Source: an optimization exercise on an open RTL-to-GDS flow (aim: small area). Production flows keep margins and buffers that such runs may drop.
RTL that was checked went through simulation tests only; none was proved equivalent to the original.
Power figures rest on the tool's default switching activity, not on a simulated workload. No driver is modelled on the clock port, so clocking that relies on it looks cheaper here than on a real chip.

## job 162
Design upa_fd, start of the top module:
module upa_fd (
    input  wire        clk,
    input  wire        rst,             
    input  wire        rx_valid,
    input  wire [7:0]  rx_data,
    output reg         tx_valid,
    output reg  [7:0]  tx_data,
    output reg         busy,
    input  wire [15:0] enc,
    output reg         enc_reset,
    input  wire        btn_refresh,
    input  wire [7:0]  btn_in,
    input  wire        disp_stall,
    output reg         lcd_write_valid,
    output wire [7:0]  lcd_write_char,
    output reg         lcd_cursor_valid,
    output wire [2:0]  lcd_cursor_row,
    output wire [4:0]  lcd_cursor_col,
    output reg         lcd_clear_valid,
    output reg         led_valid,
    output wire [7:0]  led_mask,
    output reg         beep_valid,
    output wire [7:0]  beep_duration,
    output wire [15:0] beep_freq
);
    localparam [7:0]  INIT_BYTE  = 8'hFE;
    localparam [7:0]  POLL_BYTE  = 8'hFF;
    localparam [7:0]  WRITE8     = 8'h68;       
    localparam [7:0]  BEEP_DEFAULT_DURATION = 8'd100;
    localparam [15:0] BEEP_DEFAULT_FREQ     = 16'd2000;
    reg  [4:0]  toread;      
    reg         cur_f;       
    reg  [4:0]  head;
    reg  [4:0]  tail;
    reg  [7:0]  btn;
    reg         dvalid;
    reg  [64:0] dreg;        
    reg  [2:0]  cidx;        
    reg  [64:0] slot [0:31];
    wire [4:0] size     = head - tail;
    wire       is_empty = (head == tail);
    wire       is_full  = ((head + 5'd1) == tail);
    wire [2:0] b_op  = rx_data[7:5];
    wire [4:0] b_len = rx_data[4:0];
    wire       awaiting   = (toread == 5'd0);
    wire       cmd        = rx_valid && awaiting;
    wire       cmd_frame  = cmd && (b_op >= 3'd2) && (b_op <= 3'd6);
    wire       cmd_status = cmd && (b_op == 3'd1);
    wire       cmd_init   = cmd && (rx_data == INIT_BYTE);
    wire       cmd_poll   = cmd && (rx_data == POLL_BYTE);
    wire       data_byte  = rx_valid && !awaiting;
  ...
clock: 10.0 ns
lec_check: 0
cap_margin: 20
core_margin: 2
core_utilization: 45
cts_buf_list: sky130_fd_sc_hd__clkbuf_16
cts_cluster_diameter: 100
cts_cluster_size: 30
place_density: 0.55
slew_margin: 20
synth_hierarchical: 1
standard.sh (not shown) runs the stock make flow with config.mk's settings and CLKGATE_MAP_FILE= SYNTH_SCRIPT=/design/flow/synth_recipe.tcl, a recipe that flattens the netlist after the stock synthesis.
==> flow/flow/run.sh <==
#!/bin/bash
# Standard layout, with the port buffers made as the smallest buffer cell
# instead of the one buffer_ports picks by itself.
set -euo pipefail
export BUFFER_PORTS_ARGS="-buffer_cell sky130_fd_sc_hd__buf_1"
bash standard.sh > orfs_flow.log 2>&1
Job 162 closes out successfully: all stages finished, all timing, DRC and antenna checks passed.
Setup changes, job 162 to job 3531
- a change of CORE_UTILIZATION from 45 to 75
- a change of PLACE_DENSITY from 0.55 to 0.85
==> comparison <==
dreg[58] as the start point of the critical path was reported by job 3531, and dreg[60] by job 162.
| total power | job 162 vs job 3531 | ≈ equal |
In job 3531, the number of filler instances in the final layout came out 67% below the value in job 162.
Looking at design area, job 3531 sits about 1.7% lower than job 162 does.
End-of-flow core utilization was higher in the run labelled job 3531.
Job 3531 vs job 162, cell count went down by 846.
Job 3531 vs. job 162: via count now larger; post-route minimum period now smaller; total inserted antenna cells now larger.
The maximum clock frequency of job 3531 is higher than that of job 162.
Diff job 162 and job 3531: combinational group share of total power higher in job 3531
Layout clock buffer count in job 3531 is 3 below job 162.
Changes in job 5704 relative to job 3531:
- changing PLACE_DENSITY from 0.85 to 0.8
- changing CORE_UTILIZATION from 75 to 70
-- flow/flow/run.sh --
<<< job 3531, line 3
# instead of the one buffer_ports picks by itself.
>>> job 5704, line 3
# instead of the one buffer_ports picks by itself, and clock tree synthesis
# without dummy loads.
<<< job 3531, line 6
>>> job 5704, line 7
export CTS_ARGS="-sink_clustering_enable -repair_clock_nets -sink_clustering_size 33 -sink_clustering_max_diameter 100 -buf_list sky130_fd_sc_hd__clkbuf_16 -dont_use_dummy_load"
Job 5704 ended with every stage complete and zero timing, DRC or antenna violations. As far as final cell count is concerned, job 5704 and job 3531 perform about the same. Job 5704 reports a higher clock skew than job 3531 does. NOTE: clock buffer instance count of the final layout in job 5704 falls short of that of job 3531. Post-route minimum period: job 5704 vs job 3531 up 0.085 ns. | number of antenna violations at the first check in global routing | lower: job 5704 |. Looking at final HPWL from detailed placement across both flows, job 5704 is the stronger of the two, with job 3531 trailing. Worst-case setup margin in the final layout for job 5704 is lower than for job 3531. Job 3531 -> job 5704: power decreased by a few percent. Compared with job 3531, the detailed router inserted fewer vias in job 5704. Comparing the two runs side by side, job 5704 comes out ahead of job 3531 on power drawn by the clock network.
Edits applied to the flow inputs when going from job 5704 to job 6950:
- CORE_UTILIZATION changed from 70 to 75
- PLACE_DENSITY changed from 0.8 to 0.85
- CTS_CLUSTER_SIZE changed from 30 to 32
==> flow/flow/run.sh <==
#!/bin/bash
# Standard layout, with the port buffers made as the smallest buffer cell
# instead of the one buffer_ports picks by itself.
set -euo pipefail
export BUFFER_PORTS_ARGS="-buffer_cell sky130_fd_sc_hd__buf_1"
bash standard.sh > orfs_flow.log 2>&1
[summary]
Job 6950 against job 5704: sequential share of layout area went down by 0.18 points; final RePlAce weighted congestion grew by 3.2%; worst-case clock skew down 0.026 ns; layout buffer count excluding clock buffers climbed about 7%. Power: job 6950 draws more than job 5704.

* * *

## v25
Another version of the RTL of upa_fd (not shown whole).
For scale: ~4000 cells after synthesis, roughly 100 I/O pins, roughly 77000 um^2 of cells after synthesis.
## upa_fd
module upa_fd (
    input  wire        clk,
    input  wire        rst,             
    input  wire        rx_valid,
    input  wire [7:0]  rx_data,
    output reg         tx_valid,
    output reg  [7:0]  tx_data,
    output reg         busy,
    input  wire [15:0] enc,
    output reg         enc_reset,
    input  wire        btn_refresh,
    input  wire [7:0]  btn_in,
    input  wire        disp_stall,
    output reg         lcd_write_valid,
    output wire [7:0]  lcd_write_char,
    output reg         lcd_cursor_valid,
    output wire [2:0]  lcd_cursor_row,
    output wire [4:0]  lcd_cursor_col,
    output reg         lcd_clear_valid,
    output reg         led_valid,
    output wire [7:0]  led_mask,
    output reg         beep_valid,
    output wire [7:0]  beep_duration,
    output wire [15:0] beep_freq
);
==> flow/config.mk <==
export PLATFORM = sky130hd
export DESIGN_NAME = upa_fd
export DESIGN_NICKNAME = upa_fd
export VERILOG_FILES = /design/flow/design.v
export SDC_FILE = /design/flow/constraint.sdc
export NUM_CORES = 4
export LEC_CHECK = 0
export CAP_MARGIN = 20
export CORE_MARGIN = 2
export CORE_UTILIZATION = 55
export CTS_BUF_LIST = sky130_fd_sc_hd__clkbuf_8
export PLACE_DENSITY = 0.65
export SLEW_MARGIN = 20
export SYNTH_HIERARCHICAL = 1
==> flow/constraint.sdc <==
create_clock -name core_clock -period 10.0 [get_ports {clk}]
set_input_delay 2.0000 -clock core_clock [delete_from_list [all_inputs] [get_ports {clk}]]
set_output_delay 2.0000 -clock core_clock [all_outputs]
set_load 0.01 [all_outputs]
run.sh (not shown) runs the stock make flow with config.mk's settings and CLKGATE_MAP_FILE= SYNTH_SCRIPT=/design/flow/synth_recipe.tcl, a recipe that flattens the netlist after the stock synthesis.
Stock flow here: none of the scripts above is used.
diff inputs: v25 => v12
Settings: setting CTS_CLUSTER_SIZE to 25 for the first time; setting CTS_CLUSTER_DIAMETER to 100 for the first time; changing CTS_BUF_LIST from sky130_fd_sc_hd__clkbuf_8 to sky130_fd_sc_hd__clkbuf_16.
==> results.txt <==
Final cell count went down by a little under 10% going from v25 to v12. v12: met1 routed wirelength after detailed routing is about 1.7% lower than what v25 reported. v12 reports its first element of the critical path as dreg[56] while v25 reports dreg[59]. Re first-pass GRT wire length: v25 was higher than v12. On v12: peak clock frequency supported by timing is 3.7% higher than what v25 gave.
What v41 does differently from v12 at the input level:
Settings: CORE_UTILIZATION changed from 55 to 68; PLACE_DENSITY changed from 0.65 to 0.75.
### Flow results
- v41: pin count of the biggest net entering global routing is 10 lower than what v12 reported.
- In the tables for v41 and v12, time the final worst path needs with I/O delays and setup reads lower with v41.
- Final setup slack of the worst path on v41 is up relative to v12.
- Met1 track demand over resource in global routing delta for v41 relative to v12: 11 points higher
- The standard cells in v41 occupy less silicon area than those in v12 do.
> inputs changed (v41 -> v36)
Settings: CTS_CLUSTER_SIZE now 20, was 25; PLACE_DENSITY now 0.65, was 0.75; CTS_CLUSTER_DIAMETER no longer set, was 100; CORE_UTILIZATION now 55, was 68; CTS_BUF_LIST now sky130_fd_sc_hd__clkbuf_4, was sky130_fd_sc_hd__clkbuf_16.
Notes after the runs:
v36 vs. v41: average wire length per cell after detail routing has decreased; fmax moved down; post-route clock period utilization went up by 12 points; height of the die now larger. Global-route usage over all layers, v36 and v41: higher on v41. Logic gate share of total power: v36 vs v41 down 1.6 points. Diff v41 -> v36: maximum number of pins on one net before global-route repair went up by about 14%; cell area went up by 4200 um^2; power went up by 16%; starting utilization of the core area went down by 13 points.
No functional check of the RTL was part of any run of this note.

* * *

upa_fd with an RTL version that a note above also has.
For scale: ~77,000 um^2 of cells after synthesis.
export LEC_CHECK = 0
export CAP_MARGIN = 20
export CORE_MARGIN = 2
export CORE_UTILIZATION = 55
export CTS_BUF_LIST = sky130_fd_sc_hd__clkbuf_16
export CTS_CLUSTER_DIAMETER = 100
export CTS_CLUSTER_SIZE = 30
export PLACE_DENSITY = 0.65
export SLEW_MARGIN = 20
export SYNTH_HIERARCHICAL = 1
create_clock -name core_clock -period 10.0 [get_ports {clk}]
standard.sh (not shown) runs the stock make flow with config.mk's settings and CLKGATE_MAP_FILE= SYNTH_SCRIPT=/design/flow/synth_recipe.tcl, a recipe that flattens the netlist after the stock synthesis.
==> flow/flow/run.sh <==
#!/bin/bash
# Standard layout, with the port buffers made as the smallest buffer cell
# instead of the one buffer_ports picks by itself, and with the resizer's
# power recovery (downsizing of gates off the critical paths) after global
# routing.
set -euo pipefail
export BUFFER_PORTS_ARGS="-buffer_cell sky130_fd_sc_hd__buf_1"
export RECOVER_POWER=100
bash standard.sh > orfs_flow.log 2>&1
The baseline finished but failed the layout checks on max-capacitance violations, max-slew violations.
Rerun with:
==> flow/flow/run.sh (replaced) <==
#!/bin/bash
# Standard layout, with the port buffers made as the smallest buffer cell
# instead of the one buffer_ports picks by itself, and clock tree synthesis
# without dummy loads.
set -euo pipefail
export BUFFER_PORTS_ARGS="-buffer_cell sky130_fd_sc_hd__buf_1"
export CTS_ARGS="-sink_clustering_enable -repair_clock_nets -sink_clustering_size 30 -sink_clustering_max_diameter 100 -buf_list sky130_fd_sc_hd__clkbuf_16 -dont_use_dummy_load"
bash standard.sh > orfs_flow.log 2>&1
- CORE_UTILIZATION: 55 -> 70
- PLACE_DENSITY: 0.65 -> 0.8
Effect: Now the flow finished clean. Wire length fell by a few percent. Clock power went down by a few percent. Synthesized cell count stays the same. Setup slack improves by 2200 ps. Combinational power came out lower by a few percent. Clock-buffer cell count drops by 4. Power falls slightly.
Rerun with:
==> flow/flow/run.sh (replaced) <==
#!/bin/bash
# Standard layout, with the port buffers made as the smallest buffer cell
# instead of the one buffer_ports picks by itself.
set -euo pipefail
export BUFFER_PORTS_ARGS="-buffer_cell sky130_fd_sc_hd__buf_1"
bash standard.sh > orfs_flow.log 2>&1
- CORE_UTILIZATION: 70 -> 55
- PLACE_DENSITY: 0.8 -> 0.65
What happened: Wire length rose by 2.4%. Clock-buffer cell count is higher by 4. Sequential power is about the same. Clock skew shrinks by 17 ps. Die area rose by 27%. Via count came out lower by 3.0%.
Rerun with:
==> flow/run.sh (new file) <==
#!/bin/bash
# synth_recipe.tcl (not shown) runs the flow's synth.tcl, then flattens the netlist and writes it again
# the make line also repeats each setting of config.mk as NAME=value (left out here)
make -C /OpenROAD-flow-scripts/flow DESIGN_CONFIG=/design/flow/config.mk WORK_HOME=/design/flow/orfs CLKGATE_MAP_FILE= SYNTH_SCRIPT=/design/flow/synth_recipe.tcl finish
- CTS_CLUSTER_SIZE: 30 -> 25
removed: flow/flow/run.sh
removed: flow/standard.sh
Via count climbs by 0.97%.
Final area came out higher by 1.1%.
Wire length rises by 0.68%.
Area after synthesis stays the same.
Power goes up by 2.6%.
First-iteration DRC count decreases by 8.3%.
Final cell count is higher by 0.44%.
Setup slack gets worse by 350 ps.
Non-clock buffer count grows by 9.
Clock skew came out higher by 5.6 ps.
Die area does not change.

* * *

Starting RTL as in the previous note.
clock: 10.0 ns
lec_check: 0
cap_margin: 20
core_margin: 2
core_utilization: 55
cts_buf_list: sky130_fd_sc_hd__clkbuf_16
cts_cluster_diameter: 100
cts_cluster_size: 25
place_density: 0.65
slew_margin: 20
synth_hierarchical: 1
==> flow/flow/run.sh <==
#!/bin/bash
# Standard layout, with the port buffers made as the smallest buffer cell
# instead of the one buffer_ports picks by itself.
set -euo pipefail
export BUFFER_PORTS_ARGS="-buffer_cell sky130_fd_sc_hd__buf_1"
bash standard.sh > orfs_flow.log 2>&1
Next try:
--- a/flow/flow/run.sh
+++ b/flow/flow/run.sh
@@ -3 +3,2 @@
-# instead of the one buffer_ports picks by itself.
+# instead of the one buffer_ports picks by itself, and clock tree synthesis
+# without dummy loads.
@@ -5,0 +7 @@
+export CTS_ARGS="-sink_clustering_enable -repair_clock_nets -sink_clustering_size 33 -sink_clustering_max_diameter 100 -buf_list sky130_fd_sc_hd__clkbuf_16 -dont_use_dummy_load"
--- a/flow/config.mk
+++ b/flow/config.mk
@@ -10 +10 @@
-export CORE_UTILIZATION = 55
+export CORE_UTILIZATION = 70
@@ -13,2 +13,2 @@
-export CTS_CLUSTER_SIZE = 25
-export PLACE_DENSITY = 0.65
+export CTS_CLUSTER_SIZE = 33
+export PLACE_DENSITY = 0.8
Result: The new run passed the timing, design-rule and antenna checks. Via count went up by 3.0%. Worst hold slack degrades by 13 ps. Area after synthesis does not change.
Next try:
==> flow/flow/run.sh (replaced) <==
#!/bin/bash
# Standard layout, with the port buffers made as the smallest buffer cell
# instead of the one buffer_ports picks by itself.
set -euo pipefail
export BUFFER_PORTS_ARGS="-buffer_cell sky130_fd_sc_hd__buf_1"
bash standard.sh > orfs_flow.log 2>&1
--- a/flow/config.mk
+++ b/flow/config.mk
@@ -13 +13 @@
-export CTS_CLUSTER_SIZE = 33
+export CTS_CLUSTER_SIZE = 30
=> Critical path depth is higher by 1. Cell count grows by 0.52%. Clock skew decreases by 34 ps.

[re-timing with driven ports]
Ports are ideal in the flow. The routed layouts listed here were re-timed in OpenROAD. Step 1: set_driving_cell puts a clkbuf_16 on clk and a buf_2 on each other input, an assumption about the parent block. Step 2 adds t to the input delays and takes it off the output delays; t is the mean of the earliest and latest rising clock arrival at the registers after step 1. Input paths then give back, and output paths get back, about the clock's delay inside the block. a / b / c = ideal ports / drivers / drivers and shift; a / b = the first two.
run | t, ns | setup WS [ns] | worst setup path after step 2 | worst data-port slew with drivers (ns)
job 162 | 0.797 | 4.986 / 4.908 / 4.730 | input to register | 0.05
job 3531 | 0.768 | 5.217 / 5.144 / 4.865 | input to register | 0.04
job 5704 | 0.749 | 5.133 / 5.054 / 4.722 | input to register | 0.05
job 6950 | 0.768 | 5.047 / 4.969 / 4.855 | input to register | 0.04
v25 | 1.053 | 3.868 / 3.790 / 4.463 | input to register | 0.04
v12 | 0.809 | 4.089 / 4.011 / 4.478 | input to register | 0.04
v41 | 0.784 | 4.749 / 4.671 / 4.483 | input to register | 0.04
v36 | 1.327 | 3.536 / 3.461 / 4.452 | input to register | 0.04
the first run of note 3 | 0.786 | 2.902 / 2.902 / 2.370 | input to register | 0.04
the second run of note 3 | 0.751 | 5.118 / 5.039 / 4.720 | input to register | 0.05
the third run of note 3 | 0.780 | 5.087 / 5.010 / 4.763 | input to register | 0.04
the fourth run of note 3 | 0.812 | 4.741 / 4.656 / 4.361 | input to register | 0.05
the first run of note 4 | 0.797 | 5.128 / 5.051 / 4.766 | input to register | 0.04
the second run of note 4 | 0.749 | 5.133 / 5.054 / 4.722 | input to register | 0.05
the third run of note 4 | 0.764 | 5.108 / 5.031 / 4.744 | input to register | 0.05
The setup slack of the first run of note 3, which loses most, moves by 0.000 ns with the drivers and by -0.532 ns with both steps.
